This is an optimization exercise on Yosys and OpenROAD, whose aim is a short achievable clock period and few clock cycles, not a production implementation. Where RTL was checked, it was by simulation tests only, not by an equivalence proof against the original. No functional check of the RTL was part of runs 3 and 4.

**design/flow/flow/run.sh**
```bash
#!/bin/bash
# Standard layout (the standard.sh, which runs the standard synthesis
# script), with more slow cells kept out of synthesis and repair: three-input
# XORs, high-stack OR/NOR/AND-OR cells and the like. Registers are untouched
# (flip-flops are mapped before ABC and none of them is in the list).
set -euo pipefail
PL=$(cat flow/platform_dont_use.txt)
EXTRA=$(cat flow/extra_dont_use.txt)
bash standard.sh "DONT_USE_CELLS=$PL $EXTRA" finish > standard.log 2>&1
```
**design/flow/flow/extra_dont_use.txt**
```
sky130_fd_sc_hd__a2111o_1 sky130_fd_sc_hd__a2111o_2 sky130_fd_sc_hd__a2111o_4 sky130_fd_sc_hd__a2111oi_0 sky130_fd_sc_hd__a2111oi_1 sky130_fd_sc_hd__a2111oi_2 sky130_fd_sc_hd__a2111oi_4 sky130_fd_sc_hd__a222oi_1 sky130_fd_sc_hd__a41o_1 sky130_fd_sc_hd__a41o_2 sky130_fd_sc_hd__a41o_4 sky130_fd_sc_hd__a41oi_1 sky130_fd_sc_hd__a41oi_2 sky130_fd_sc_hd__a41oi_4 sky130_fd_sc_hd__nor4_1 sky130_fd_sc_hd__nor4_2 sky130_fd_sc_hd__nor4_4 sky130_fd_sc_hd__nor4b_1 sky130_fd_sc_hd__nor4b_2 sky130_fd_sc_hd__nor4b_4 sky130_fd_sc_hd__nor4bb_1 sky130_fd_sc_hd__nor4bb_2 sky130_fd_sc_hd__nor4bb_4 sky130_fd_sc_hd__o2111a_1 sky130_fd_sc_hd__o2111a_2 sky130_fd_sc_hd__o2111a_4 sky130_fd_sc_hd__o2111ai_1 sky130_fd_sc_hd__o2111ai_2 sky130_fd_sc_hd__o2111ai_4 sky130_fd_sc_hd__o41a_1 sky130_fd_sc_hd__o41a_2 sky130_fd_sc_hd__o41a_4 sky130_fd_sc_hd__o41ai_1 sky130_fd_sc_hd__o41ai_2 sky130_fd_sc_hd__o41ai_4 sky130_fd_sc_hd__or3_1 sky130_fd_sc_hd__or3_2 sky130_fd_sc_hd__or3_4 sky130_fd_sc_hd__or3b_1 sky130_fd_sc_hd__or3b_2 sky130_fd_sc_hd__or3b_4 sky130_fd_sc_hd__or4_1 sky130_fd_sc_hd__or4_2 sky130_fd_sc_hd__or4_4 sky130_fd_sc_hd__or4b_1 sky130_fd_sc_hd__or4b_2 sky130_fd_sc_hd__or4b_4 sky130_fd_sc_hd__or4bb_1 sky130_fd_sc_hd__or4bb_2 sky130_fd_sc_hd__or4bb_4 sky130_fd_sc_hd__xnor3_1 sky130_fd_sc_hd__xnor3_2 sky130_fd_sc_hd__xnor3_4 sky130_fd_sc_hd__xor3_1 sky130_fd_sc_hd__xor3_2 sky130_fd_sc_hd__xor3_4  sky130_fd_sc_hd__a211oi_1 sky130_fd_sc_hd__a211oi_2 sky130_fd_sc_hd__a211oi_4 sky130_fd_sc_hd__a221o_1 sky130_fd_sc_hd__a221o_2 sky130_fd_sc_hd__a221o_4 sky130_fd_sc_hd__a221oi_1 sky130_fd_sc_hd__a221oi_2 sky130_fd_sc_hd__a221oi_4 sky130_fd_sc_hd__a311o_1 sky130_fd_sc_hd__a311o_2 sky130_fd_sc_hd__a311o_4 sky130_fd_sc_hd__a311oi_1 sky130_fd_sc_hd__a311oi_2 sky130_fd_sc_hd__a311oi_4 sky130_fd_sc_hd__a32o_1 sky130_fd_sc_hd__a32o_2 sky130_fd_sc_hd__a32o_4 sky130_fd_sc_hd__a32oi_1 sky130_fd_sc_hd__a32oi_2 sky130_fd_sc_hd__a32oi_4 sky130_fd_sc_hd__and4_1 sky130_fd_sc_hd__and4_2 sky130_fd_sc_hd__and4_4 sky130_fd_sc_hd__and4b_1 sky130_fd_sc_hd__and4b_2 sky130_fd_sc_hd__and4b_4 sky130_fd_sc_hd__and4bb_1 sky130_fd_sc_hd__and4bb_2 sky130_fd_sc_hd__and4bb_4 sky130_fd_sc_hd__mux4_1 sky130_fd_sc_hd__mux4_2 sky130_fd_sc_hd__mux4_4 sky130_fd_sc_hd__nand4_1 sky130_fd_sc_hd__nand4_2 sky130_fd_sc_hd__nand4_4 sky130_fd_sc_hd__nand4b_1 sky130_fd_sc_hd__nand4b_2 sky130_fd_sc_hd__nand4b_4 sky130_fd_sc_hd__nand4bb_1 sky130_fd_sc_hd__nand4bb_2 sky130_fd_sc_hd__nand4bb_4 sky130_fd_sc_hd__nor3_1 sky130_fd_sc_hd__nor3_2 sky130_fd_sc_hd__nor3_4 sky130_fd_sc_hd__nor3b_1 sky130_fd_sc_hd__nor3b_2 sky130_fd_sc_hd__nor3b_4 sky130_fd_sc_hd__o211ai_1 sky130_fd_sc_hd__o211ai_2 sky130_fd_sc_hd__o211ai_4 sky130_fd_sc_hd__o221a_1 sky130_fd_sc_hd__o221a_2 sky130_fd_sc_hd__o221a_4 sky130_fd_sc_hd__o221ai_1 sky130_fd_sc_hd__o221ai_2 sky130_fd_sc_hd__o221ai_4 sky130_fd_sc_hd__o311a_1 sky130_fd_sc_hd__o311a_2 sky130_fd_sc_hd__o311a_4 sky130_fd_sc_hd__o311ai_0 sky130_fd_sc_hd__o311ai_1 sky130_fd_sc_hd__o311ai_2 sky130_fd_sc_hd__o311ai_4 sky130_fd_sc_hd__o32a_1 sky130_fd_sc_hd__o32a_2 sky130_fd_sc_hd__o32a_4 sky130_fd_sc_hd__o32ai_1 sky130_fd_sc_hd__o32ai_2 sky130_fd_sc_hd__o32ai_4 
```
**design/flow/flow/platform_dont_use.txt**
```
sky130_fd_sc_hd__lpflow_bleeder_1 sky130_fd_sc_hd__lpflow_clkbufkapwr_1 sky130_fd_sc_hd__lpflow_clkbufkapwr_16 sky130_fd_sc_hd__lpflow_clkbufkapwr_2 sky130_fd_sc_hd__lpflow_clkbufkapwr_4 sky130_fd_sc_hd__lpflow_clkbufkapwr_8 sky130_fd_sc_hd__lpflow_clkinvkapwr_1 sky130_fd_sc_hd__lpflow_clkinvkapwr_16 sky130_fd_sc_hd__lpflow_clkinvkapwr_2 sky130_fd_sc_hd__lpflow_clkinvkapwr_4 sky130_fd_sc_hd__lpflow_clkinvkapwr_8 sky130_fd_sc_hd__lpflow_decapkapwr_12 sky130_fd_sc_hd__lpflow_decapkapwr_3 sky130_fd_sc_hd__lpflow_decapkapwr_4 sky130_fd_sc_hd__lpflow_decapkapwr_6 sky130_fd_sc_hd__lpflow_decapkapwr_8 sky130_fd_sc_hd__lpflow_inputiso0n_1 sky130_fd_sc_hd__lpflow_inputiso0p_1 sky130_fd_sc_hd__lpflow_inputiso1n_1 sky130_fd_sc_hd__lpflow_inputiso1p_1 sky130_fd_sc_hd__lpflow_inputisolatch_1 sky130_fd_sc_hd__lpflow_isobufsrc_1 sky130_fd_sc_hd__lpflow_isobufsrc_16 sky130_fd_sc_hd__lpflow_isobufsrc_2 sky130_fd_sc_hd__lpflow_isobufsrc_4 sky130_fd_sc_hd__lpflow_isobufsrc_8 sky130_fd_sc_hd__lpflow_isobufsrckapwr_16 sky130_fd_sc_hd__lpflow_lsbuf_lh_hl_isowell_tap_1 sky130_fd_sc_hd__lpflow_lsbuf_lh_hl_isowell_tap_2 sky130_fd_sc_hd__lpflow_lsbuf_lh_hl_isowell_tap_4 sky130_fd_sc_hd__lpflow_lsbuf_lh_isowell_4 sky130_fd_sc_hd__lpflow_lsbuf_lh_isowell_tap_1 sky130_fd_sc_hd__lpflow_lsbuf_lh_isowell_tap_2 sky130_fd_sc_hd__lpflow_lsbuf_lh_isowell_tap_4 sky130_fd_sc_hd__probe_p_8 sky130_fd_sc_hd__probec_p_8 
```
**design/flow/standard.sh**
```bash
#!/bin/bash
# synth_recipe.tcl (not shown) runs the flow's synth.tcl, then flattens the netlist and writes it again
# the make line also repeats each setting of config.mk as NAME=value (left out here)
make -C /OpenROAD-flow-scripts/flow DESIGN_CONFIG=/design/flow/config.mk WORK_HOME=/design/flow/orfs CLKGATE_MAP_FILE= SYNTH_SCRIPT=/design/flow/synth_recipe.tcl "${@:-finish}"
```
**design/flow/config.mk**
```make
export PLATFORM = sky130hd
export DESIGN_NAME = crc32_engine
export DESIGN_NICKNAME = crc32_engine
export VERILOG_FILES = /design/flow/design.v
export SDC_FILE = /design/flow/constraint.sdc
export NUM_CORES = 4
export LEC_CHECK = 0
export ABC_CLOCK_PERIOD_IN_PS = 1000
export CAP_MARGIN = 20
export CORE_MARGIN = 2
export CORE_UTILIZATION = 40
export SETUP_SLACK_MARGIN = 5.0
export SLEW_MARGIN = 20
export TNS_END_PERCENT = 100
```
**design/flow/constraint.sdc**
```tcl
create_clock -name core_clock -period 6.0 [get_ports {clk}]
set_input_delay 1.2000 -clock core_clock [delete_from_list [all_inputs] [get_ports {clk}]]
set_output_delay 1.2000 -clock core_clock [all_outputs]
set_load 0.01 [all_outputs]
```
**design/flow/design.v**
```verilog
module crc32_rom (
    input  wire [7:0]  idx,
    output wire [31:0] data
);
    assign data[0] = idx[2];
    assign data[1] = idx[0] ^ idx[3];
    assign data[2] = idx[0] ^ idx[1] ^ idx[4];
    assign data[3] = idx[1] ^ idx[2] ^ idx[5];
    assign data[4] = idx[0] ^ idx[2] ^ idx[3] ^ idx[6];
    assign data[5] = idx[1] ^ idx[3] ^ idx[4] ^ idx[7];
    assign data[6] = idx[4] ^ idx[5];
    assign data[7] = idx[0] ^ idx[5] ^ idx[6];
    assign data[8] = idx[1] ^ idx[6] ^ idx[7];
    assign data[9] = idx[7];
    assign data[10] = idx[2];
    assign data[11] = idx[3];
    assign data[12] = idx[0] ^ idx[4];
    assign data[13] = idx[0] ^ idx[1] ^ idx[5];
    assign data[14] = idx[1] ^ idx[2] ^ idx[6];
    assign data[15] = idx[2] ^ idx[3] ^ idx[7];
    assign data[16] = idx[0] ^ idx[2] ^ idx[3] ^ idx[4];
    assign data[17] = idx[0] ^ idx[1] ^ idx[3] ^ idx[4] ^ idx[5];
    assign data[18] = idx[0] ^ idx[1] ^ idx[2] ^ idx[4] ^ idx[5] ^ idx[6];
    assign data[19] = idx[1] ^ idx[2] ^ idx[3] ^ idx[5] ^ idx[6] ^ idx[7];
    assign data[20] = idx[3] ^ idx[4] ^ idx[6] ^ idx[7];
    assign data[21] = idx[2] ^ idx[4] ^ idx[5] ^ idx[7];
    assign data[22] = idx[2] ^ idx[3] ^ idx[5] ^ idx[6];
    assign data[23] = idx[3] ^ idx[4] ^ idx[6] ^ idx[7];
    assign data[24] = idx[0] ^ idx[2] ^ idx[4] ^ idx[5] ^ idx[7];
    assign data[25] = idx[0] ^ idx[1] ^ idx[2] ^ idx[3] ^ idx[5] ^ idx[6];
    assign data[26] = idx[0] ^ idx[1] ^ idx[2] ^ idx[3] ^ idx[4] ^ idx[6] ^ idx[7];
    assign data[27] = idx[1] ^ idx[3] ^ idx[4] ^ idx[5] ^ idx[7];
    assign data[28] = idx[0] ^ idx[4] ^ idx[5] ^ idx[6];
    assign data[29] = idx[0] ^ idx[1] ^ idx[5] ^ idx[6] ^ idx[7];
    assign data[30] = idx[0] ^ idx[1] ^ idx[6] ^ idx[7];
    assign data[31] = idx[1] ^ idx[7];
endmodule
module crc32_engine (
    input  wire        clk,
    input  wire        rst,
    input  wire        cmd_valid,
    output wire        cmd_ready,
    input  wire [7:0]  cmd,
    input  wire [31:0] din,
    output wire [31:0] dout,
    output wire        err
);
    localparam [31:0] X_INIT = 32'h9226F562;
    reg [31:0] x_q;       
    reg [31:0] y_q;       
    reg [31:0] w_q;       
    reg [2:0]  fold_q;    
    reg        rst_q;     
    reg        keep_q;    
    reg [31:0] dout_q;    
    reg        err_q;     
    reg        ready_q;   
    reg        rt_q;      
    reg [7:0]  idx_q;     
    wire zhi     = ~cmd[7] & ~cmd[3] & ~cmd[2];
    wire zlo     = ~cmd[1] & ~cmd[0];
    wire full    = cmd[1] & cmd[0];
    wire op_upd  = zhi & ~cmd[6] &  cmd[5] &  cmd[4];
    wire op_init = zhi & ~cmd[6] & ~cmd[5] &  cmd[4] & zlo;
    wire op_load = zhi & ~cmd[6] &  cmd[5] & ~cmd[4] & zlo;
    wire op_xy   = zhi & ~cmd[6] & (cmd[5] | cmd[4]) & ((cmd[5] & cmd[4]) | zlo);
    wire op_rds  = zhi &  cmd[6] & ~cmd[5] & ~cmd[4] & zlo;
    wire op_fin  = zhi &  cmd[6] & ~cmd[5] &  cmd[4] & zlo;
    wire op_rdt  = zhi &  cmd[6] &  cmd[5] & ~cmd[4] & zlo;
    wire op_nop  = zhi & ~cmd[6] & ~cmd[5] & ~cmd[4] & zlo;
    wire legal   = op_xy | op_rds | op_fin | op_rdt | op_nop;
    wire acc     = cmd_valid & ready_q;
    wire upd     = acc & op_upd;
    wire x_set   = (acc & op_init) | rst_q;
    wire y_load  = acc & op_load;
    wire xy_keep = keep_q & ~(acc & op_xy);
    wire go      = acc & ~rst;
    wire d_keep  = ~rst & ~rt_q & ~(go & (op_rds | op_fin));
    wire [31:0] t4, c1, c2, c3;
    assign t4[0] = x_q[0] ^ x_q[1] ^ x_q[2] ^ x_q[3] ^ x_q[4] ^ x_q[6] ^ x_q[7] ^ x_q[8] ^ x_q[16] ^ x_q[20] ^ x_q[22] ^ x_q[23] ^ x_q[26];
    assign t4[1] = x_q[1] ^ x_q[2] ^ x_q[3] ^ x_q[4] ^ x_q[5] ^ x_q[7] ^ x_q[8] ^ x_q[9] ^ x_q[17] ^ x_q[21] ^ x_q[23] ^ x_q[24] ^ x_q[27];
    assign t4[2] = x_q[0] ^ x_q[2] ^ x_q[3] ^ x_q[4] ^ x_q[5] ^ x_q[6] ^ x_q[8] ^ x_q[9] ^ x_q[10] ^ x_q[18] ^ x_q[22] ^ x_q[24] ^ x_q[25] ^ x_q[28];
    assign t4[3] = x_q[1] ^ x_q[3] ^ x_q[4] ^ x_q[5] ^ x_q[6] ^ x_q[7] ^ x_q[9] ^ x_q[10] ^ x_q[11] ^ x_q[19] ^ x_q[23] ^ x_q[25] ^ x_q[26] ^ x_q[29];
    assign t4[4] = x_q[2] ^ x_q[4] ^ x_q[5] ^ x_q[6] ^ x_q[7] ^ x_q[8] ^ x_q[10] ^ x_q[11] ^ x_q[12] ^ x_q[20] ^ x_q[24] ^ x_q[26] ^ x_q[27] ^ x_q[30];
    assign t4[5] = x_q[0] ^ x_q[3] ^ x_q[5] ^ x_q[6] ^ x_q[7] ^ x_q[8] ^ x_q[9] ^ x_q[11] ^ x_q[12] ^ x_q[13] ^ x_q[21] ^ x_q[25] ^ x_q[27] ^ x_q[28] ^ x_q[31];
    assign t4[6] = x_q[0] ^ x_q[2] ^ x_q[3] ^ x_q[9] ^ x_q[10] ^ x_q[12] ^ x_q[13] ^ x_q[14] ^ x_q[16] ^ x_q[20] ^ x_q[23] ^ x_q[28] ^ x_q[29];
    assign t4[7] = x_q[1] ^ x_q[3] ^ x_q[4] ^ x_q[10] ^ x_q[11] ^ x_q[13] ^ x_q[14] ^ x_q[15] ^ x_q[17] ^ x_q[21] ^ x_q[24] ^ x_q[29] ^ x_q[30];
    assign t4[8] = x_q[0] ^ x_q[2] ^ x_q[4] ^ x_q[5] ^ x_q[11] ^ x_q[12] ^ x_q[14] ^ x_q[15] ^ x_q[16] ^ x_q[18] ^ x_q[22] ^ x_q[25] ^ x_q[30] ^ x_q[31];
    assign t4[9] = x_q[0] ^ x_q[2] ^ x_q[4] ^ x_q[5] ^ x_q[7] ^ x_q[8] ^ x_q[12] ^ x_q[13] ^ x_q[15] ^ x_q[17] ^ x_q[19] ^ x_q[20] ^ x_q[22] ^ x_q[31];
    assign t4[10] = x_q[0] ^ x_q[2] ^ x_q[4] ^ x_q[5] ^ x_q[7] ^ x_q[9] ^ x_q[13] ^ x_q[14] ^ x_q[18] ^ x_q[21] ^ x_q[22] ^ x_q[26];
    assign t4[11] = x_q[1] ^ x_q[3] ^ x_q[5] ^ x_q[6] ^ x_q[8] ^ x_q[10] ^ x_q[14] ^ x_q[15] ^ x_q[19] ^ x_q[22] ^ x_q[23] ^ x_q[27];
    assign t4[12] = x_q[2] ^ x_q[4] ^ x_q[6] ^ x_q[7] ^ x_q[9] ^ x_q[11] ^ x_q[15] ^ x_q[16] ^ x_q[20] ^ x_q[23] ^ x_q[24] ^ x_q[28];
    assign t4[13] = x_q[0] ^ x_q[3] ^ x_q[5] ^ x_q[7] ^ x_q[8] ^ x_q[10] ^ x_q[12] ^ x_q[16] ^ x_q[17] ^ x_q[21] ^ x_q[24] ^ x_q[25] ^ x_q[29];
    assign t4[14] = x_q[0] ^ x_q[1] ^ x_q[4] ^ x_q[6] ^ x_q[8] ^ x_q[9] ^ x_q[11] ^ x_q[13] ^ x_q[17] ^ x_q[18] ^ x_q[22] ^ x_q[25] ^ x_q[26] ^ x_q[30];
    assign t4[15] = x_q[1] ^ x_q[2] ^ x_q[5] ^ x_q[7] ^ x_q[9] ^ x_q[10] ^ x_q[12] ^ x_q[14] ^ x_q[18] ^ x_q[19] ^ x_q[23] ^ x_q[26] ^ x_q[27] ^ x_q[31];
    assign t4[16] = x_q[1] ^ x_q[4] ^ x_q[7] ^ x_q[10] ^ x_q[11] ^ x_q[13] ^ x_q[15] ^ x_q[16] ^ x_q[19] ^ x_q[22] ^ x_q[23] ^ x_q[24] ^ x_q[26] ^ x_q[27] ^ x_q[28];
    assign t4[17] = x_q[2] ^ x_q[5] ^ x_q[8] ^ x_q[11] ^ x_q[12] ^ x_q[14] ^ x_q[16] ^ x_q[17] ^ x_q[20] ^ x_q[23] ^ x_q[24] ^ x_q[25] ^ x_q[27] ^ x_q[28] ^ x_q[29];
    assign t4[18] = x_q[0] ^ x_q[3] ^ x_q[6] ^ x_q[9] ^ x_q[12] ^ x_q[13] ^ x_q[15] ^ x_q[17] ^ x_q[18] ^ x_q[21] ^ x_q[24] ^ x_q[25] ^ x_q[26] ^ x_q[28] ^ x_q[29] ^ x_q[30];
    assign t4[19] = x_q[0] ^ x_q[1] ^ x_q[4] ^ x_q[7] ^ x_q[10] ^ x_q[13] ^ x_q[14] ^ x_q[16] ^ x_q[18] ^ x_q[19] ^ x_q[22] ^ x_q[25] ^ x_q[26] ^ x_q[27] ^ x_q[29] ^ x_q[30] ^ x_q[31];
    assign t4[20] = x_q[0] ^ x_q[3] ^ x_q[4] ^ x_q[5] ^ x_q[6] ^ x_q[7] ^ x_q[11] ^ x_q[14] ^ x_q[15] ^ x_q[16] ^ x_q[17] ^ x_q[19] ^ x_q[22] ^ x_q[27] ^ x_q[28] ^ x_q[30] ^ x_q[31];
    assign t4[21] = x_q[0] ^ x_q[2] ^ x_q[3] ^ x_q[5] ^ x_q[12] ^ x_q[15] ^ x_q[17] ^ x_q[18] ^ x_q[22] ^ x_q[26] ^ x_q[28] ^ x_q[29] ^ x_q[31];
    assign t4[22] = x_q[2] ^ x_q[7] ^ x_q[8] ^ x_q[13] ^ x_q[18] ^ x_q[19] ^ x_q[20] ^ x_q[22] ^ x_q[26] ^ x_q[27] ^ x_q[29] ^ x_q[30];
    assign t4[23] = x_q[0] ^ x_q[3] ^ x_q[8] ^ x_q[9] ^ x_q[14] ^ x_q[19] ^ x_q[20] ^ x_q[21] ^ x_q[23] ^ x_q[27] ^ x_q[28] ^ x_q[30] ^ x_q[31];
    assign t4[24] = x_q[2] ^ x_q[3] ^ x_q[6] ^ x_q[7] ^ x_q[8] ^ x_q[9] ^ x_q[10] ^ x_q[15] ^ x_q[16] ^ x_q[21] ^ x_q[23] ^ x_q[24] ^ x_q[26] ^ x_q[28] ^ x_q[29] ^ x_q[31];
    assign t4[25] = x_q[1] ^ x_q[2] ^ x_q[6] ^ x_q[9] ^ x_q[10] ^ x_q[11] ^ x_q[17] ^ x_q[20] ^ x_q[23] ^ x_q[24] ^ x_q[25] ^ x_q[26] ^ x_q[27] ^ x_q[29] ^ x_q[30];
    assign t4[26] = x_q[2] ^ x_q[3] ^ x_q[7] ^ x_q[10] ^ x_q[11] ^ x_q[12] ^ x_q[18] ^ x_q[21] ^ x_q[24] ^ x_q[25] ^ x_q[26] ^ x_q[27] ^ x_q[28] ^ x_q[30] ^ x_q[31];
    assign t4[27] = x_q[0] ^ x_q[1] ^ x_q[2] ^ x_q[6] ^ x_q[7] ^ x_q[11] ^ x_q[12] ^ x_q[13] ^ x_q[16] ^ x_q[19] ^ x_q[20] ^ x_q[23] ^ x_q[25] ^ x_q[27] ^ x_q[28] ^ x_q[29] ^ x_q[31];
    assign t4[28] = x_q[0] ^ x_q[4] ^ x_q[6] ^ x_q[12] ^ x_q[13] ^ x_q[14] ^ x_q[16] ^ x_q[17] ^ x_q[21] ^ x_q[22] ^ x_q[23] ^ x_q[24] ^ x_q[28] ^ x_q[29] ^ x_q[30];
    assign t4[29] = x_q[0] ^ x_q[1] ^ x_q[5] ^ x_q[7] ^ x_q[13] ^ x_q[14] ^ x_q[15] ^ x_q[17] ^ x_q[18] ^ x_q[22] ^ x_q[23] ^ x_q[24] ^ x_q[25] ^ x_q[29] ^ x_q[30] ^ x_q[31];
    assign t4[30] = x_q[3] ^ x_q[4] ^ x_q[7] ^ x_q[14] ^ x_q[15] ^ x_q[18] ^ x_q[19] ^ x_q[20] ^ x_q[22] ^ x_q[24] ^ x_q[25] ^ x_q[30] ^ x_q[31];
    assign t4[31] = x_q[0] ^ x_q[1] ^ x_q[2] ^ x_q[3] ^ x_q[5] ^ x_q[6] ^ x_q[7] ^ x_q[15] ^ x_q[19] ^ x_q[21] ^ x_q[22] ^ x_q[25] ^ x_q[31];
    assign c1[0] = w_q[2] ^ w_q[8];
    assign c1[1] = w_q[0] ^ w_q[3] ^ w_q[9];
    assign c1[2] = w_q[0] ^ w_q[1] ^ w_q[4] ^ w_q[10];
    assign c1[3] = w_q[1] ^ w_q[2] ^ w_q[5] ^ w_q[11];
    assign c1[4] = w_q[0] ^ w_q[2] ^ w_q[3] ^ w_q[6] ^ w_q[12];
    assign c1[5] = w_q[1] ^ w_q[3] ^ w_q[4] ^ w_q[7] ^ w_q[13];
    assign c1[6] = w_q[4] ^ w_q[5] ^ w_q[14];
    assign c1[7] = w_q[0] ^ w_q[5] ^ w_q[6] ^ w_q[15];
    assign c1[8] = w_q[1] ^ w_q[6] ^ w_q[7] ^ w_q[16];
    assign c1[9] = w_q[7] ^ w_q[17];
    assign c1[10] = w_q[2] ^ w_q[18];
    assign c1[11] = w_q[3] ^ w_q[19];
    assign c1[12] = w_q[0] ^ w_q[4] ^ w_q[20];
    assign c1[13] = w_q[0] ^ w_q[1] ^ w_q[5] ^ w_q[21];
    assign c1[14] = w_q[1] ^ w_q[2] ^ w_q[6] ^ w_q[22];
    assign c1[15] = w_q[2] ^ w_q[3] ^ w_q[7] ^ w_q[23];
    assign c1[16] = w_q[0] ^ w_q[2] ^ w_q[3] ^ w_q[4] ^ w_q[24];
    assign c1[17] = w_q[0] ^ w_q[1] ^ w_q[3] ^ w_q[4] ^ w_q[5] ^ w_q[25];
    assign c1[18] = w_q[0] ^ w_q[1] ^ w_q[2] ^ w_q[4] ^ w_q[5] ^ w_q[6] ^ w_q[26];
    assign c1[19] = w_q[1] ^ w_q[2] ^ w_q[3] ^ w_q[5] ^ w_q[6] ^ w_q[7] ^ w_q[27];
    assign c1[20] = w_q[3] ^ w_q[4] ^ w_q[6] ^ w_q[7] ^ w_q[28];
    assign c1[21] = w_q[2] ^ w_q[4] ^ w_q[5] ^ w_q[7] ^ w_q[29];
    assign c1[22] = w_q[2] ^ w_q[3] ^ w_q[5] ^ w_q[6] ^ w_q[30];
    assign c1[23] = w_q[3] ^ w_q[4] ^ w_q[6] ^ w_q[7] ^ w_q[31];
    assign c1[24] = w_q[0] ^ w_q[2] ^ w_q[4] ^ w_q[5] ^ w_q[7];
    assign c1[25] = w_q[0] ^ w_q[1] ^ w_q[2] ^ w_q[3] ^ w_q[5] ^ w_q[6];
    assign c1[26] = w_q[0] ^ w_q[1] ^ w_q[2] ^ w_q[3] ^ w_q[4] ^ w_q[6] ^ w_q[7];
    assign c1[27] = w_q[1] ^ w_q[3] ^ w_q[4] ^ w_q[5] ^ w_q[7];
    assign c1[28] = w_q[0] ^ w_q[4] ^ w_q[5] ^ w_q[6];
    assign c1[29] = w_q[0] ^ w_q[1] ^ w_q[5] ^ w_q[6] ^ w_q[7];
    assign c1[30] = w_q[0] ^ w_q[1] ^ w_q[6] ^ w_q[7];
    assign c1[31] = w_q[1] ^ w_q[7];
    assign c2[0] = w_q[0] ^ w_q[4] ^ w_q[6] ^ w_q[7] ^ w_q[10] ^ w_q[16];
    assign c2[1] = w_q[1] ^ w_q[5] ^ w_q[7] ^ w_q[8] ^ w_q[11] ^ w_q[17];
    assign c2[2] = w_q[2] ^ w_q[6] ^ w_q[8] ^ w_q[9] ^ w_q[12] ^ w_q[18];
    assign c2[3] = w_q[3] ^ w_q[7] ^ w_q[9] ^ w_q[10] ^ w_q[13] ^ w_q[19];
    assign c2[4] = w_q[4] ^ w_q[8] ^ w_q[10] ^ w_q[11] ^ w_q[14] ^ w_q[20];
    assign c2[5] = w_q[5] ^ w_q[9] ^ w_q[11] ^ w_q[12] ^ w_q[15] ^ w_q[21];
    assign c2[6] = w_q[0] ^ w_q[4] ^ w_q[7] ^ w_q[12] ^ w_q[13] ^ w_q[22];
    assign c2[7] = w_q[1] ^ w_q[5] ^ w_q[8] ^ w_q[13] ^ w_q[14] ^ w_q[23];
    assign c2[8] = w_q[0] ^ w_q[2] ^ w_q[6] ^ w_q[9] ^ w_q[14] ^ w_q[15] ^ w_q[24];
    assign c2[9] = w_q[1] ^ w_q[3] ^ w_q[4] ^ w_q[6] ^ w_q[15] ^ w_q[25];
    assign c2[10] = w_q[2] ^ w_q[5] ^ w_q[6] ^ w_q[10] ^ w_q[26];
    assign c2[11] = w_q[3] ^ w_q[6] ^ w_q[7] ^ w_q[11] ^ w_q[27];
    assign c2[12] = w_q[0] ^ w_q[4] ^ w_q[7] ^ w_q[8] ^ w_q[12] ^ w_q[28];
    assign c2[13] = w_q[0] ^ w_q[1] ^ w_q[5] ^ w_q[8] ^ w_q[9] ^ w_q[13] ^ w_q[29];
    assign c2[14] = w_q[1] ^ w_q[2] ^ w_q[6] ^ w_q[9] ^ w_q[10] ^ w_q[14] ^ w_q[30];
    assign c2[15] = w_q[2] ^ w_q[3] ^ w_q[7] ^ w_q[10] ^ w_q[11] ^ w_q[15] ^ w_q[31];
    assign c2[16] = w_q[0] ^ w_q[3] ^ w_q[6] ^ w_q[7] ^ w_q[8] ^ w_q[10] ^ w_q[11] ^ w_q[12];
    assign c2[17] = w_q[0] ^ w_q[1] ^ w_q[4] ^ w_q[7] ^ w_q[8] ^ w_q[9] ^ w_q[11] ^ w_q[12] ^ w_q[13];
    assign c2[18] = w_q[1] ^ w_q[2] ^ w_q[5] ^ w_q[8] ^ w_q[9] ^ w_q[10] ^ w_q[12] ^ w_q[13] ^ w_q[14];
    assign c2[19] = w_q[0] ^ w_q[2] ^ w_q[3] ^ w_q[6] ^ w_q[9] ^ w_q[10] ^ w_q[11] ^ w_q[13] ^ w_q[14] ^ w_q[15];
    assign c2[20] = w_q[0] ^ w_q[1] ^ w_q[3] ^ w_q[6] ^ w_q[11] ^ w_q[12] ^ w_q[14] ^ w_q[15];
    assign c2[21] = w_q[1] ^ w_q[2] ^ w_q[6] ^ w_q[10] ^ w_q[12] ^ w_q[13] ^ w_q[15];
    assign c2[22] = w_q[2] ^ w_q[3] ^ w_q[4] ^ w_q[6] ^ w_q[10] ^ w_q[11] ^ w_q[13] ^ w_q[14];
    assign c2[23] = w_q[3] ^ w_q[4] ^ w_q[5] ^ w_q[7] ^ w_q[11] ^ w_q[12] ^ w_q[14] ^ w_q[15];
    assign c2[24] = w_q[0] ^ w_q[5] ^ w_q[7] ^ w_q[8] ^ w_q[10] ^ w_q[12] ^ w_q[13] ^ w_q[15];
    assign c2[25] = w_q[1] ^ w_q[4] ^ w_q[7] ^ w_q[8] ^ w_q[9] ^ w_q[10] ^ w_q[11] ^ w_q[13] ^ w_q[14];
    assign c2[26] = w_q[2] ^ w_q[5] ^ w_q[8] ^ w_q[9] ^ w_q[10] ^ w_q[11] ^ w_q[12] ^ w_q[14] ^ w_q[15];
    assign c2[27] = w_q[0] ^ w_q[3] ^ w_q[4] ^ w_q[7] ^ w_q[9] ^ w_q[11] ^ w_q[12] ^ w_q[13] ^ w_q[15];
    assign c2[28] = w_q[0] ^ w_q[1] ^ w_q[5] ^ w_q[6] ^ w_q[7] ^ w_q[8] ^ w_q[12] ^ w_q[13] ^ w_q[14];
    assign c2[29] = w_q[1] ^ w_q[2] ^ w_q[6] ^ w_q[7] ^ w_q[8] ^ w_q[9] ^ w_q[13] ^ w_q[14] ^ w_q[15];
    assign c2[30] = w_q[2] ^ w_q[3] ^ w_q[4] ^ w_q[6] ^ w_q[8] ^ w_q[9] ^ w_q[14] ^ w_q[15];
    assign c2[31] = w_q[3] ^ w_q[5] ^ w_q[6] ^ w_q[9] ^ w_q[15];
    assign c3[0] = w_q[0] ^ w_q[8] ^ w_q[12] ^ w_q[14] ^ w_q[15] ^ w_q[18] ^ w_q[24];
    assign c3[1] = w_q[0] ^ w_q[1] ^ w_q[9] ^ w_q[13] ^ w_q[15] ^ w_q[16] ^ w_q[19] ^ w_q[25];
    assign c3[2] = w_q[0] ^ w_q[1] ^ w_q[2] ^ w_q[10] ^ w_q[14] ^ w_q[16] ^ w_q[17] ^ w_q[20] ^ w_q[26];
    assign c3[3] = w_q[1] ^ w_q[2] ^ w_q[3] ^ w_q[11] ^ w_q[15] ^ w_q[17] ^ w_q[18] ^ w_q[21] ^ w_q[27];
    assign c3[4] = w_q[0] ^ w_q[2] ^ w_q[3] ^ w_q[4] ^ w_q[12] ^ w_q[16] ^ w_q[18] ^ w_q[19] ^ w_q[22] ^ w_q[28];
    assign c3[5] = w_q[0] ^ w_q[1] ^ w_q[3] ^ w_q[4] ^ w_q[5] ^ w_q[13] ^ w_q[17] ^ w_q[19] ^ w_q[20] ^ w_q[23] ^ w_q[29];
    assign c3[6] = w_q[1] ^ w_q[2] ^ w_q[4] ^ w_q[5] ^ w_q[6] ^ w_q[8] ^ w_q[12] ^ w_q[15] ^ w_q[20] ^ w_q[21] ^ w_q[30];
    assign c3[7] = w_q[2] ^ w_q[3] ^ w_q[5] ^ w_q[6] ^ w_q[7] ^ w_q[9] ^ w_q[13] ^ w_q[16] ^ w_q[21] ^ w_q[22] ^ w_q[31];
    assign c3[8] = w_q[3] ^ w_q[4] ^ w_q[6] ^ w_q[7] ^ w_q[8] ^ w_q[10] ^ w_q[14] ^ w_q[17] ^ w_q[22] ^ w_q[23];
    assign c3[9] = w_q[0] ^ w_q[4] ^ w_q[5] ^ w_q[7] ^ w_q[9] ^ w_q[11] ^ w_q[12] ^ w_q[14] ^ w_q[23];
    assign c3[10] = w_q[1] ^ w_q[5] ^ w_q[6] ^ w_q[10] ^ w_q[13] ^ w_q[14] ^ w_q[18];
    assign c3[11] = w_q[0] ^ w_q[2] ^ w_q[6] ^ w_q[7] ^ w_q[11] ^ w_q[14] ^ w_q[15] ^ w_q[19];
    assign c3[12] = w_q[1] ^ w_q[3] ^ w_q[7] ^ w_q[8] ^ w_q[12] ^ w_q[15] ^ w_q[16] ^ w_q[20];
    assign c3[13] = w_q[0] ^ w_q[2] ^ w_q[4] ^ w_q[8] ^ w_q[9] ^ w_q[13] ^ w_q[16] ^ w_q[17] ^ w_q[21];
    assign c3[14] = w_q[0] ^ w_q[1] ^ w_q[3] ^ w_q[5] ^ w_q[9] ^ w_q[10] ^ w_q[14] ^ w_q[17] ^ w_q[18] ^ w_q[22];
    assign c3[15] = w_q[1] ^ w_q[2] ^ w_q[4] ^ w_q[6] ^ w_q[10] ^ w_q[11] ^ w_q[15] ^ w_q[18] ^ w_q[19] ^ w_q[23];
    assign c3[16] = w_q[2] ^ w_q[3] ^ w_q[5] ^ w_q[7] ^ w_q[8] ^ w_q[11] ^ w_q[14] ^ w_q[15] ^ w_q[16] ^ w_q[18] ^ w_q[19] ^ w_q[20];
    assign c3[17] = w_q[0] ^ w_q[3] ^ w_q[4] ^ w_q[6] ^ w_q[8] ^ w_q[9] ^ w_q[12] ^ w_q[15] ^ w_q[16] ^ w_q[17] ^ w_q[19] ^ w_q[20] ^ w_q[21];
    assign c3[18] = w_q[1] ^ w_q[4] ^ w_q[5] ^ w_q[7] ^ w_q[9] ^ w_q[10] ^ w_q[13] ^ w_q[16] ^ w_q[17] ^ w_q[18] ^ w_q[20] ^ w_q[21] ^ w_q[22];
    assign c3[19] = w_q[2] ^ w_q[5] ^ w_q[6] ^ w_q[8] ^ w_q[10] ^ w_q[11] ^ w_q[14] ^ w_q[17] ^ w_q[18] ^ w_q[19] ^ w_q[21] ^ w_q[22] ^ w_q[23];
    assign c3[20] = w_q[3] ^ w_q[6] ^ w_q[7] ^ w_q[8] ^ w_q[9] ^ w_q[11] ^ w_q[14] ^ w_q[19] ^ w_q[20] ^ w_q[22] ^ w_q[23];
    assign c3[21] = w_q[4] ^ w_q[7] ^ w_q[9] ^ w_q[10] ^ w_q[14] ^ w_q[18] ^ w_q[20] ^ w_q[21] ^ w_q[23];
    assign c3[22] = w_q[0] ^ w_q[5] ^ w_q[10] ^ w_q[11] ^ w_q[12] ^ w_q[14] ^ w_q[18] ^ w_q[19] ^ w_q[21] ^ w_q[22];
    assign c3[23] = w_q[0] ^ w_q[1] ^ w_q[6] ^ w_q[11] ^ w_q[12] ^ w_q[13] ^ w_q[15] ^ w_q[19] ^ w_q[20] ^ w_q[22] ^ w_q[23];
    assign c3[24] = w_q[0] ^ w_q[1] ^ w_q[2] ^ w_q[7] ^ w_q[8] ^ w_q[13] ^ w_q[15] ^ w_q[16] ^ w_q[18] ^ w_q[20] ^ w_q[21] ^ w_q[23];
    assign c3[25] = w_q[1] ^ w_q[2] ^ w_q[3] ^ w_q[9] ^ w_q[12] ^ w_q[15] ^ w_q[16] ^ w_q[17] ^ w_q[18] ^ w_q[19] ^ w_q[21] ^ w_q[22];
    assign c3[26] = w_q[2] ^ w_q[3] ^ w_q[4] ^ w_q[10] ^ w_q[13] ^ w_q[16] ^ w_q[17] ^ w_q[18] ^ w_q[19] ^ w_q[20] ^ w_q[22] ^ w_q[23];
    assign c3[27] = w_q[3] ^ w_q[4] ^ w_q[5] ^ w_q[8] ^ w_q[11] ^ w_q[12] ^ w_q[15] ^ w_q[17] ^ w_q[19] ^ w_q[20] ^ w_q[21] ^ w_q[23];
    assign c3[28] = w_q[4] ^ w_q[5] ^ w_q[6] ^ w_q[8] ^ w_q[9] ^ w_q[13] ^ w_q[14] ^ w_q[15] ^ w_q[16] ^ w_q[20] ^ w_q[21] ^ w_q[22];
    assign c3[29] = w_q[5] ^ w_q[6] ^ w_q[7] ^ w_q[9] ^ w_q[10] ^ w_q[14] ^ w_q[15] ^ w_q[16] ^ w_q[17] ^ w_q[21] ^ w_q[22] ^ w_q[23];
    assign c3[30] = w_q[6] ^ w_q[7] ^ w_q[10] ^ w_q[11] ^ w_q[12] ^ w_q[14] ^ w_q[16] ^ w_q[17] ^ w_q[22] ^ w_q[23];
    assign c3[31] = w_q[7] ^ w_q[11] ^ w_q[13] ^ w_q[14] ^ w_q[17] ^ w_q[23];
    wire [31:0] s_cur = t4 ^ y_q;
    wire [31:0] dmask = din & {{8{cmd[1] & cmd[0]}}, {8{cmd[1]}},
                               {8{cmd[1] | cmd[0]}}, 8'hFF};
    wire [31:0] s_in  = t4 ^ (y_q ^ dmask);
    wire [31:0] t_rd;
    crc32_rom u_rom (.idx(idx_q), .data(t_rd));
    always @(posedge clk) begin
        idx_q   <= din[7:0];
        w_q     <= s_in;
        rst_q   <= rst;
        keep_q  <= ~rst & ~(acc & op_upd & ~full);
        fold_q  <= {3{~rst & upd}} &
                   {cmd[1:0] == 2'd2, cmd[1:0] == 2'd1, cmd[1:0] == 2'd0};
        x_q     <= ({32{upd}} & s_in) | ({32{x_set}} & X_INIT) | ({32{xy_keep}} & x_q);
        y_q     <= ({32{y_load}} & din) | ({32{fold_q[0]}} & c1) | ({32{fold_q[1]}} & c2) |
                   ({32{fold_q[2]}} & c3) | ({32{xy_keep}} & y_q);
        dout_q  <= ({32{go & op_rds}} & s_cur) | ({32{go & op_fin}} & ~s_cur) |
                   ({32{~rst & rt_q}} & t_rd) | ({32{d_keep}} & dout_q);
        err_q   <= ~rst & (err_q | (go & ~legal));
        ready_q <= ~rst & ~(go & ((op_upd & ~full) | op_rdt));
        rt_q    <= go & op_rdt;
    end
    assign cmd_ready = ready_q;
    assign dout      = dout_q;
    assign err       = err_q;
endmodule
```
==> metrics.cfg, run 1 <==
[die]
start_util_pct=40.72
rows=62
die_h_um=174.9
dieArea_sq_um=30610
coreArea_sq_um=28700
io_pins=77
die_x_um=174.9

[worst_hold_path]
worstHoldStart=y_q[19]
hold_class=reg2reg
worstHoldEndpoint=y_q[19]
hold_depth=2

[layout]
synthToLayoutAreaGrowth_pct=58.65
final_util_pct=64.61
final_nets=1563
fillers=2063
drive_gt1_share_pct=49.77
antennaDiodeCount=0

[critical_path]
timing.rr.start=x_q[9]
cp_slowest_stage_delay_ps=560
rr_worst_depth=7
crit_start=x_q[9]
path_cells=buf_4, xnor2_1, xnor2_1, xnor2_2, xnor2_2, xor2_1, o22ai_1
critPathKind=reg2reg
required_ps=6310
crit_family=XOR/XNOR gates
crit_slowest_cell=xnor2_1
arrival_ps=2640
crit_buf_inv=1
end_kind=flop
critPathLaunchType=flop
path_max_fanout=4
rrSetupSlack_ps=3670
reg2reg_to=dout_q[3]

[timing]
fin_crit_sh_pct=38.87
worst_pin_slew_ps=757.2
fin_setup_tns_ps=0
holdWs_ps=499.8
final.setup.worst_slack_ps=3668
finClkSkew_ps=17.01
finalCriticalPeriod_ps=2332
hold_viol_final=0
slew_violations=0
rsz0062_at_grt=true
maxSlewHeadroom_pct=49.15
fmax_ghz=0.4288
finalSetupViolCount=0

[synthesis]
yosys_warnings=1
synth-seq-cells=144
synth.top_cell.area_share_pct=40.54
synth-edff-count=0
syn_area_per_cell_sq_um=9.026
yosysMostFrequentCell=xnor2_1
synthTopCellsByCount=xnor2_1 (541), dfxtp_1 (144), xor2_1 (128), nand2_1 (101), a22oi_1 (61)
async_flop_share_pct=0
yosys.area.top_type=xnor2_1
synth-main-ff-cell=dfxtp_1
syn_inst=1295
ys_types=36
syn-num-nets=1338
yosys-top-cells-area=xnor2_1 (41%), dfxtp_1 (25%), xor2_1 (9.6%)
yosysSeqAreaShare_pct=24.66
synthesis.area_sq_um=11690

[clocking]
tritoncts=built
clockRootBuffer=clkbuf_16
cts_buffer_depth=2
cts.reportedPaths.clkPinSlew_ps=70
insertion_delay_ps=450
clock_sinks=144
ctsHoldBuffers=0
cts_buffers=17
cts_max_level=4

[global_routing]
grtUsageMet1_pct=38.62
grt_busiest_layer=met2
antenna_found_initial=1
grt_pass1_wl_um=69620
gr-usage-met2_pct=51.35
grt_usage_pct=31.35
grt.overflow.total=0
grt_use_met3_pct=5.026
grt_pass1_vias=10278
grt_max_degree=33

[routing]
wl_per_cell_um=27.76
vias_per_cell=5.537
routed_wl_um=53220
drtIter0Drc=1164
num_vias=10615
drt_pass1_iterations=5
ant_nets=0
drc_errors=0

[outcome]
status=timing/DRC/antenna clean

[placed_design]
io_buffers=76
dp_hpwl_um=32130
gp_congestion=0.9859
place_ws_ps=2192

[job]
cap_violations=0

==> placed cells by master, fill, tap and decap left out, types with 38 or more instances in the layout <==
master	n
a22oi_2	39
buf_4	151
buf_6	93
dfxtp_1	61
dfxtp_2	45
dfxtp_4	38
nand2_1	61
xnor2_1	375
xnor2_2	127
xnor2_4	62
xor2_1	104
==> metrics by stage <==
step / cell area, sq um / instances
5_1_grt: 18540 / 1917
4_1_cts: 17090 / 1841
3_5_place_dp: 13150 / 1664
3_3_place_gp: 13150 / 1664
6_report: 18540 / 1917
2_1_floorplan: 12570 / 1295
==> metal layers <==
layer / part of all wire [%] / vias to the layer above / routed length [um]
met4: 8.0 / 0 / 4239
met5: 0 / - / 0
met3: 8.0 / 216 / 4268
li1: - / 4613 / -
met2: 47 / 615 / 25060
met1: 37 / 5171 / 19650
==> worst max path at each step <==
stage / slack [ps] / cells after the start / to
global placement: 2230 / 10 / y_q[26]
floorplan: 3470 / 9 / dout_q[30]
detailed placement: 2190 / 10 / y_q[26]
global route: 3660 / 9 / x_q[18]
CTS: 3760 / 9 / y_q[26]
finish: 3670 / 7 / dout_q[3]
==> what timing repair did <==
item                                    4_1_cts  5_1_grt
endpoints found under the setup margin      178      169
endpoints found under the hold margin         0        0
gates resized for setup                     678      116
setup buffers                               135       76
gates cloned                                 10        0
pin swaps                                   143       96
==> kinds of logic (layout without fill, tap and decap cells) <==
logic type      Yosys count  after routing  share of synthesized area [%]
compound gates          175            175                          9.998
xor+xnor                696            696                          54.37
fa+ha+maj                 1              1                        0.08564
buf+inv                 108            343                          4.453
flops                   144            144                          24.66
mux                       1              1                        0.08564
simple gates            170            173                          6.348
==> layout make-up <==
class | instances | area (sq um) | area share (%)
multi-input cells | 1046 | 11220 | 60.49
flip-flops and latches | 144 | 3082 | 16.62
repair buffers | 309 | 3204 | 17.28
well taps | 384 | 480.5 | 2.591
clock buffers | 18 | 429.2 | 2.314
inverters | 2 | 7.507 | 0.04048
clock inverters | 14 | 123.9 | 0.6680
==> worst register-to-register path: cells and delay by family (launching register included) <==
family                 cells  cell delay, ps
AO/OA/AOI/OAI              1             140
flip-flops                 1             400
XOR/XNOR                   5            1480
buffers and inverters      1             170
==> state kept, by name, indices dropped and copies added, names as in the netlist <==
register / flops
idx_q: 8
y_q: 32
rt_q: 1
fold_q: 3
err_q: 1
keep_q: 1
x_q: 32
dout_q: 32
ready_q: 1
w_q: 32
rst_q: 1
Testbench counts, summed over its fixed seeds: cycles 6,042.
==> run 2: changes to the inputs <==
--- a/design/flow/config.mk
+++ b/design/flow/config.mk
@@ -11,3 +11,3 @@
 export CORE_UTILIZATION = 40
-export SETUP_SLACK_MARGIN = 5.0
+export SETUP_SLACK_MARGIN = 4.3
 export SLEW_MARGIN = 20
==> run 2 against run 1 <==
Net effect:
- fmax down 3.9%
- clock skew is 4.4 ps lower
- global-route usage up 2.6 points
- largest cell class unchanged
- utilization rose by 4.2 points
- via count up 7.7%
- non-clock buffer count is 53 higher
==> metrics.cfg, run 2 <==
[layout]
final_cell_mix=xnor2_1 (349), buf_4 (186), xnor2_2 (144)
final_util_pct=68.84
seqCellArea_sq_um=3088
final_common_cell=xnor2_1
drive_gt1_share_pct=54.32
fillers=1863
final_nets=1618
synthToLayoutAreaGrowth_pct=69.03
multi_input_area_sq_um=11790
design_area_sq_um=19760
antennaDiodeCount=0
final_cells=1971

[routing]
drc_errors=0
drt_pass1_iterations=6
num_vias=11432
drtIter0Drc=1316
ant_nets=0
routed_wl_um=59400
wl_per_cell_um=30.14
vias_per_cell=5.800

[timing]
finClkSkew_ps=12.61
finalSetupViolCount=0
fmax_ghz=0.4121
final.setup.worst_slack_ps=3573
maxSlewHeadroom_pct=48.70
slew_violations=0
holdWs_ps=503.4
hold_viol_final=0
finalCriticalPeriod_ps=2427
fin_setup_tns_ps=0
rsz0062_at_grt=true
worst_pin_slew_ps=764.0
fin_crit_sh_pct=40.44

[critical_path]
rrSetupSlack_ps=3670
critPathLaunchType=input port
arrival_ps=2740
path_max_fanout=7
end_kind=flop
critPathKind=in2reg
crit_start=cmd[6]
timing.rr.start=x_q[29]
required_ps=6320

[global_routing]
grt.overflow.total=0
grt_pass1_vias=10888
grt_usage_pct=33.92
grt_pass1_wl_um=75030
antenna_found_initial=1
grt_max_degree=33

[synthesis]
ys_types=36
async_flop_share_pct=0
synthTopCellsByCount=xnor2_1 (541), dfxtp_1 (144), xor2_1 (128), nand2_1 (101), a22oi_1 (61)
synth-seq-cells=144
synth.top_cell.area_share_pct=40.54
synth-edff-count=0
yosysMostFrequentCell=xnor2_1
syn-num-nets=1338
syn_inst=1295
synth-main-ff-cell=dfxtp_1
syn_area_per_cell_sq_um=9.026
synthesis.area_sq_um=11690
yosys_warnings=1
yosys-top-cells-area=xnor2_1 (41%), dfxtp_1 (25%), xor2_1 (9.6%)
yosys.area.top_type=xnor2_1
yosysSeqAreaShare_pct=24.66

[clocking]
cts_max_level=4
cts_buffer_depth=2
clock_sinks=144
clockRootBuffer=clkbuf_16
ctsHoldBuffers=0
cts_buffers=17
insertion_delay_ps=460
cts.reportedPaths.clkPinSlew_ps=70
tritoncts=built

[die]
rows=62
coreArea_sq_um=28700
die_x_um=174.9
io_pins=77
die_h_um=174.9
dieArea_sq_um=30610
start_util_pct=40.72

[placed_design]
place_area_sq_um=12930
dp_cells=1665
dp_hpwl_um=31830
gp_congestion=0.9599
io_buffers=76
place_ws_ps=1806

[outcome]
status=timing/DRC/antenna clean

[worst_hold_path]
hold_class=reg2reg
worstHoldStart=dout_q[17]

[job]
cap_violations=0

-- run 2: cell counts after synthesis --
Identical to the previous run, type by type.
-- run 2: cell families after synthesis --
kind of cell	Yosys count	share of synthesized area, %
adder cells (fa/ha/maj)	1	0.08564
flip-flops	144	24.66
XOR/XNOR	696	54.37
multiplexers	1	0.08564
AND/OR/NAND/NOR	170	6.348
buffers and inverters	108	4.453
AO/OA/AOI/OAI	175	9.998
-- run 2: critical path: stages --
cell	delay, ps
buf_6	90
and3b_1	220
and3b_2	260
nand2_2	70
and2_4	200
buf_4	190
clkbuf_16	180
a22o_1	300
-- run 2: layer usage --
metal	up-vias	global-route usage, %	wire length [um]
li1	4713	-	-
met1	5599	40.14	21400
met2	827	56.34	27650
met3	293	6.027	5075
met4	0	22.64	5274
met5	-	0	0
-- run 2: final timing paths --
check | endpoint | depth (start not counted)
max reg2reg | dout_q[22] | 8
min | dout_q[17] | 2
max | x_q[20] | 8
min reg2reg | dout_q[17] | 2
-- run 2: what timing repair did --
item,CTS,global route
buffers inserted,173,84
resized for setup,725,172
setup endpoints to repair,169,169
pin swaps,156,134
gates cloned,15,3
-- run 2: layout make-up --
type / count / share of cell area, %
clock buffers: 18 / 2.172
clock inverters: 13 / 0.8233
inverters: 2 / 0.03800
multi-input cells: 1048 / 59.67
flip-flops and latches: 144 / 15.63
well taps: 384 / 2.432
repair buffers: 362 / 19.23
==> run 3: changes to the inputs <==
--- a/design/flow/design.v
+++ b/design/flow/design.v
@@ -51,2 +51,3 @@
     reg [31:0] w_q;       
+    reg [31:0] s_sv_q;    
     reg [2:0]  fold_q;    
@@ -54,2 +55,3 @@
     reg        keep_q;    
+    reg        sres_q;    
     reg [31:0] dout_q;    
@@ -58,3 +60,2 @@
     reg        rt_q;      
-    reg [7:0]  idx_q;     
     wire zhi     = ~cmd[7] & ~cmd[3] & ~cmd[2];
@@ -65,3 +66,2 @@
     wire op_load = zhi & ~cmd[6] &  cmd[5] & ~cmd[4] & zlo;
-    wire op_xy   = zhi & ~cmd[6] & (cmd[5] | cmd[4]) & ((cmd[5] & cmd[4]) | zlo);
     wire op_rds  = zhi &  cmd[6] & ~cmd[5] & ~cmd[4] & zlo;
@@ -70,8 +70,13 @@
     wire op_nop  = zhi & ~cmd[6] & ~cmd[5] & ~cmd[4] & zlo;
-    wire legal   = op_xy | op_rds | op_fin | op_rdt | op_nop;
+    wire op_short = op_upd & ~full;
+    wire fast    = (op_upd & full) | op_init | op_load | op_rds | op_fin | op_nop;
+    wire legal   = fast | op_short | op_rdt;
     wire acc     = cmd_valid & ready_q;
-    wire upd     = acc & op_upd;
-    wire x_set   = (acc & op_init) | rst_q;
-    wire y_load  = acc & op_load;
-    wire xy_keep = keep_q & ~(acc & op_xy);
+    wire c_upd   =  cmd[5] &  cmd[4];               
+    wire c_load  =  cmd[5] & ~cmd[4];               
+    wire c_init  = ~cmd[6] & ~cmd[5] &  cmd[4];     
+    wire upd     = acc & c_upd;
+    wire x_set   = (acc & c_init) | rst_q;
+    wire y_load  = acc & c_load;
+    wire xy_keep = keep_q & ~(acc & (cmd[5] | c_init));
     wire go      = acc & ~rst;
@@ -212,9 +217,10 @@
     wire [31:0] t_rd;
-    crc32_rom u_rom (.idx(idx_q), .data(t_rd));
+    crc32_rom u_rom (.idx(w_q[7:0] ^ s_sv_q[7:0]), .data(t_rd));
     always @(posedge clk) begin
-        idx_q   <= din[7:0];
         w_q     <= s_in;
+        s_sv_q  <= s_cur;
         rst_q   <= rst;
-        keep_q  <= ~rst & ~(acc & op_upd & ~full);
-        fold_q  <= {3{~rst & upd}} &
+        keep_q  <= ~rst & ~(acc & ~fast);
+        sres_q  <= go & ~(fast | op_short);
+        fold_q  <= {3{go & op_short}} &
                    {cmd[1:0] == 2'd2, cmd[1:0] == 2'd1, cmd[1:0] == 2'd0};
@@ -222,3 +228,3 @@
         y_q     <= ({32{y_load}} & din) | ({32{fold_q[0]}} & c1) | ({32{fold_q[1]}} & c2) |
-                   ({32{fold_q[2]}} & c3) | ({32{xy_keep}} & y_q);
+                   ({32{fold_q[2]}} & c3) | ({32{sres_q}} & s_sv_q) | ({32{xy_keep}} & y_q);
         dout_q  <= ({32{go & op_rds}} & s_cur) | ({32{go & op_fin}} & ~s_cur) |
@@ -226,3 +232,3 @@
         err_q   <= ~rst & (err_q | (go & ~legal));
-        ready_q <= ~rst & ~(go & ((op_upd & ~full) | op_rdt));
+        ready_q <= ~rst & ~(go & ~fast);
         rt_q    <= go & op_rdt;
--- a/design/flow/config.mk
+++ b/design/flow/config.mk
@@ -11,3 +11,3 @@
 export CORE_UTILIZATION = 40
-export SETUP_SLACK_MARGIN = 4.3
+export SETUP_SLACK_MARGIN = 5.0
 export SLEW_MARGIN = 20
==> run 3 against run 2 <==
Net effect:
- largest cell class unchanged
- final area grew 8.1%
- via count is 0.25% lower
- highest routed layer unchanged
- sequential cell count rose by 25
- still clean on timing, DRC and antenna
- utilization rose by 0.60 points
- first-iteration DRC count shrank 5.3%
- global-route usage down 1.8 points
==> metrics.cfg, run 3 <==
[die]
coreArea_sq_um=30750
die_h_um=181.2
die_x_um=181.2
start_util_pct=40.83
rows=64
io_pins=77
dieArea_sq_um=32820

[routing]
vias_per_cell=5.667
num_vias=11403
wl_per_cell_um=28.98
drtIter0Drc=1246
drc_errors=0
routed_wl_um=58310
ant_nets=0
drt_pass1_iterations=7

[synthesis]
synth-seq-cells=169
yosysSeqAreaShare_pct=26.95
synth-edff-count=0
synth.top_cell.area_share_pct=34.95
syn_area_per_cell_sq_um=9.562
synthTopCellsByCount=xnor2_1 (501), dfxtp_1 (169), xor2_1 (123), nand2_1 (77), a22oi_1 (68)
syn-num-nets=1356
synth-main-ff-cell=dfxtp_1
yosys_warnings=1
syn_inst=1313
yosysMostFrequentCell=xnor2_1
async_flop_share_pct=0
ys_types=36
synthesis.area_sq_um=12550
yosys-top-cells-area=xnor2_1 (35%), dfxtp_1 (27%), xor2_1 (8.6%)
yosys.area.top_type=xnor2_1

[timing]
fmax_ghz=0.4049
fin_setup_tns_ps=0
fin_crit_sh_pct=41.16
slew_violations=0
worst_pin_slew_ps=678.7
hold_viol_final=0
rsz0062_at_grt=true
finalSetupViolCount=0
finalCriticalPeriod_ps=2470
maxSlewHeadroom_pct=54.53
final.setup.worst_slack_ps=3530
finClkSkew_ps=18.91

[critical_path]
reg2reg_to=x_q[30]
arrival_ps=2810
path_max_fanout=4
rrSetupSlack_ps=3530
end_kind=flop
crit_buf_inv=3
cp_slowest_stage_delay_ps=430
rr_worst_depth=9
crit_slowest_cell=xnor2_2
crit_family=XOR/XNOR gates
critPathKind=reg2reg
path_cells=xnor2_4, buf_4, buf_4, xnor2_4, xnor2_2, xnor2_2, buf_4, xnor2_2, a22o_1
required_ps=6340
critPathLaunchType=flop
timing.rr.start=x_q[14]

[worst_hold_path]
hold_class=reg2reg
worstHoldEndpoint=err_q
hold_depth=2
worstHoldStart=err_q

[layout]
fillers=2014
synthToLayoutAreaGrowth_pct=70.07
final_cell_mix=xnor2_1 (289), xnor2_2 (169), buf_4 (151)
final_common_cell=xnor2_1
antennaDiodeCount=0
design_area_sq_um=21350
final_nets=1646
drive_gt1_share_pct=58.04

[clocking]
cts.reportedPaths.clkPinSlew_ps=90
tritoncts=built
clock_sinks=169
clockRootBuffer=clkbuf_16
cts_max_level=4
cts_buffer_depth=2
insertion_delay_ps=460
cts_buffers=17
ctsHoldBuffers=0

[placed_design]
gp_congestion=0.9456
place_area_sq_um=14260
place_ws_ps=1948
dp_hpwl_um=34030
io_buffers=76

[global_routing]
grt.overflow.total=0
grt_pass1_vias=10853
antenna_found_initial=1
grt_usage_pct=32.11
grt_max_degree=33
grt_pass1_wl_um=75950

[job]
cap_violations=0

[outcome]
status=timing/DRC/antenna clean

## run 3: through the flow
stage               std cells  util [%]  hold WS [ps]
floorplan                1313         -         453.3
global placement         1701     46.38         440.1
detailed placement       1701     46.38         446.7
CTS                      1927     62.22         503.1
global route             2012     69.44         544.7
finish                   2012     69.44         510.3
## run 3: layout make-up
cell class	instances	area (sq um)	share of cell area (%)
clock buffer	17	425.4	1.992
clock inverter	15	181.4	0.8497
inverter	13	48.80	0.2285
multi-input combinational	1035	12390	58.03
sequential	169	3611	16.91
tap	396	495.5	2.321
timing repair buffer	367	4200	19.67
## run 3: repair_timing
| item | CTS | global route |
|---|---|---|
| resized for setup | 647 | 205 |
| buffers inserted | 178 | 85 |
| cloned | 16 | 0 |
| pin swaps | 165 | 153 |
| setup endpoints to repair | 203 | 203 |
## run 3: worst max-delay path by stage
| stage | start | cells after the start | end |
|---|---|---|---|
| floorplan | cmd[7] | 9 | dout_q[12] |
| global placement | cmd[1] | 6 | dout_q[0] |
| detailed placement | cmd[1] | 6 | dout_q[10] |
| CTS | cmd[2] | 9 | dout_q[8] |
| global route | x_q[25] | 9 | x_q[30] |
| finish | x_q[14] | 9 | x_q[30] |
## run 3: kinds of logic after synthesis
| group | synth area share [%] |
|---|---|
| xor gates and xnor gates | 51.99 |
| AOI/OAI and AO/OA | 11.56 |
| DFF | 26.95 |
| and+or+nand+nor | 4.784 |
| buffers and inverters | 4.714 |
## run 3: metal layers
layer	share of wire [%]	vias to the layer above	global-route usage [%]
met5	0	-	0
met4	7.8	0	18.63
met3	8.7	234	5.382
met2	46	725	51.92
met1	37	5610	40.46
li1	-	4834	-
## run 3: worst min-delay path: stages (launching register included)
cell	delay (ps)
dfxtp_2	360
a21oi_2	40
nor2_1	80
==> run 4: changes to the inputs <==
--- a/design/flow/config.mk
+++ b/design/flow/config.mk
@@ -10,3 +10,3 @@
 export CORE_MARGIN = 2
-export CORE_UTILIZATION = 40
+export CORE_UTILIZATION = 35
 export SETUP_SLACK_MARGIN = 5.0
==> run 4 against run 3 <==
Net effect:
- global-route usage decreased by 3.0 points
- sequential share of layout area down 0.30 points
- final area increased by 1.4%
- highest routed layer unchanged
- utilization fell by 8.4 points
- die area increased by 14%
- via count is 0.75% higher
- non-clock buffer count up 14
- hold slack worse by 27 ps
- largest cell class unchanged
- routed wire length grew 4.3%
- still clean
- worst setup slack better by 230 ps
- critical endpoint is now x_q[16]
- critical path depth shrank 1
==> metrics.cfg, run 4 <==
[critical_path]
crit_start=x_q[23]
required_ps=6340
critPathKind=reg2reg
rrSetupSlack_ps=3760
critPathLaunchType=flop
arrival_ps=2590
timing.rr.start=x_q[23]
end_kind=flop
rr_worst_depth=8
path_max_fanout=5

[timing]
finalCriticalPeriod_ps=2244
finalSetupViolCount=0
slew_violations=0
rsz0062_at_grt=true
hold_viol_final=0
holdWs_ps=483.4
fin_setup_tns_ps=0
finClkSkew_ps=17.43
fmax_ghz=0.4456
maxSlewHeadroom_pct=58.51
fin_crit_sh_pct=37.40
worst_pin_slew_ps=619.3

[die]
coreArea_sq_um=35480
dieArea_sq_um=37400
io_pins=77
die_x_um=193.4
start_util_pct=35.38
die_h_um=193.4
rows=69

[synthesis]
yosys_warnings=1
synth-seq-cells=169
synth-simple-area-share_pct=4.784
synthMuxAreaShare_pct=0
syn-num-nets=1356
yosysMostFrequentCell=xnor2_1
synthTopCellsByCount=xnor2_1 (501), dfxtp_1 (169), xor2_1 (123), nand2_1 (77), a22oi_1 (68)
async_flop_share_pct=0
synth_fa_ha_area_share_pct=0
synth_top_family_by_area=XOR/XNOR gates
synth-main-ff-cell=dfxtp_1
yosys.area.top_type=xnor2_1
ys_types=36
synth_xor_area_share_pct=51.99
synth-edff-count=0
syn_inst=1313
syn_area_per_cell_sq_um=9.562
synth_compound_area_share_pct=11.56
yosys-top-cells-area=xnor2_1 (35%), dfxtp_1 (27%), xor2_1 (8.6%)
synth.top_cell.area_share_pct=34.95
yosysSeqAreaShare_pct=26.95
synthesis.area_sq_um=12550

[clocking]
cts_buffers=17
clockRootBuffer=clkbuf_16
clock_sinks=169
cts_max_level=4
cts.reportedPaths.clkPinSlew_ps=80
cts_buffer_depth=2
tritoncts=built
ctsHoldBuffers=0
insertion_delay_ps=460

[layout]
fillers=2564
final_cell_mix=xnor2_1 (285), buf_4 (162), xnor2_2 (151)
synthToLayoutAreaGrowth_pct=72.47
final_common_cell=xnor2_1
final_nets=1660
drive_gt1_share_pct=57.91

[placed_design]
io_buffers=76
gp_congestion=0.9446
dp_hpwl_um=34620

[routing]
drtIter0Drc=1123
num_vias=11489
vias_per_cell=5.489
ant_nets=0
drt_pass1_iterations=8
routed_wl_um=60840
wl_per_cell_um=29.07
drc_errors=0

[global_routing]
grt_pass1_vias=11168
grt_usage_pct=29.13
grt_max_degree=33
grt.overflow.total=0
antenna_found_initial=1
grt_pass1_wl_um=78810

[worst_hold_path]
hold_depth=2
worstHoldStart=dout_q[0]
hold_class=reg2reg

[outcome]
status=timing/DRC/antenna clean

[job]
cap_violations=0

run 4: layout make-up:
class	instances	area, sq um	area share, %
antenna	2	5.005	0.02311
clock buffer	19	452.9	2.092
clock inverter	13	166.4	0.7685
inverter	13	48.80	0.2254
multi-input combinational	1035	12560	58.01
sequential	169	3596	16.61
tap	461	576.8	2.664
timing repair buffer	381	4247	19.61
run 4: metrics by stage:
| step | utilization, % | instances | area (sq um) | setup slack [ps] |
|---|---|---|---|---|
| after global placement | 40.45 | 1766 | 14350 | 1948 |
| after detailed placement | 40.49 | 1767 | 14370 | 1948 |
| after global routing | 61.01 | 2091 | 21650 | 3746 |
| final | 61.02 | 2093 | 21650 | 3756 |
| after floorplan | - | 1313 | 13750 | 3431 |
| after CTS | 55.64 | 2008 | 19740 | 3882 |
run 4: kinds of logic (layout without fill, tap and decap cells):
logic type / count (synthesis) / after routing
other: 0 / 2
buffers and inverters: 114 / 426
AND/OR/NAND/NOR: 136 / 141
AO/OA/AOI/OAI: 213 / 213
flip-flops: 169 / 169
XOR/XNOR: 681 / 681
run 4: worst paths after layout:
| path | end |
|---|---|
| worst max-delay path | x_q[16] |
| worst min-delay path | dout_q[0] |
| worst max register to register | x_q[16] |
| worst min register to register | dout_q[0] |
run 4: layer usage:
layer / up-vias / wire (um) / track usage (%)
met4: 0 / 4853 / 15.83
met5: - / 0 / 0
met1: 5640 / 22660 / 35.89
met2: 697 / 28210 / 47.51
li1: 4882 / - / -
met3: 270 / 5119 / 6.276
run 4: repair_timing:
item / 4_1_cts / 5_1_grt
pin swaps: 193 / 134
buffers inserted: 196 / 83
gates cloned: 13 / 0
endpoints found under the setup margin: 203 / 202
resized for setup: 690 / 176
run 4: critical path, stage by stage (launching register included):
cell	delay, ps
dfxtp_4	430
xnor2_4	400
xnor2_2	130
xnor2_2	320
xnor2_4	180
xnor2_4	140
xor2_2	190
buf_6	140
a22o_1	170

## what the ideal ports hide
In the flow no input, the clock included, has a driving cell. The finished layouts below were timed again as built, in two steps. Step 1: set_driving_cell puts a clkbuf_16 on clk and a buf_2 on each other input, an assumption about the parent block. Step 2 adds t to the input delays and takes it off the output delays; t is the mean of the earliest and latest rising clock arrival at the registers after step 1. Input paths then give back, and output paths get back, about the clock's delay inside the block. a / b / c = no drivers / after step 1 / after step 2; a / b = the first two.
| run | shift t [ns] | setup WS [ns] | latest minus earliest clock arrival (ns) |
|---|---|---|---|
| run 1 | 0.499 | 3.668 / 3.668 / 3.232 | 0.017 / 0.017 |
| run 2 | 0.505 | 3.573 / 3.589 / 3.084 | 0.013 / 0.012 |
| run 3 | 0.502 | 3.530 / 3.530 / 3.353 | 0.019 / 0.019 |
| run 4 | 0.504 | 3.756 / 3.756 / 3.308 | 0.018 / 0.017 |
After both steps every run listed still meets setup and hold. The setup slack of run 2, which loses most, moves by +0.016 ns with the drivers and by -0.489 ns with both steps.
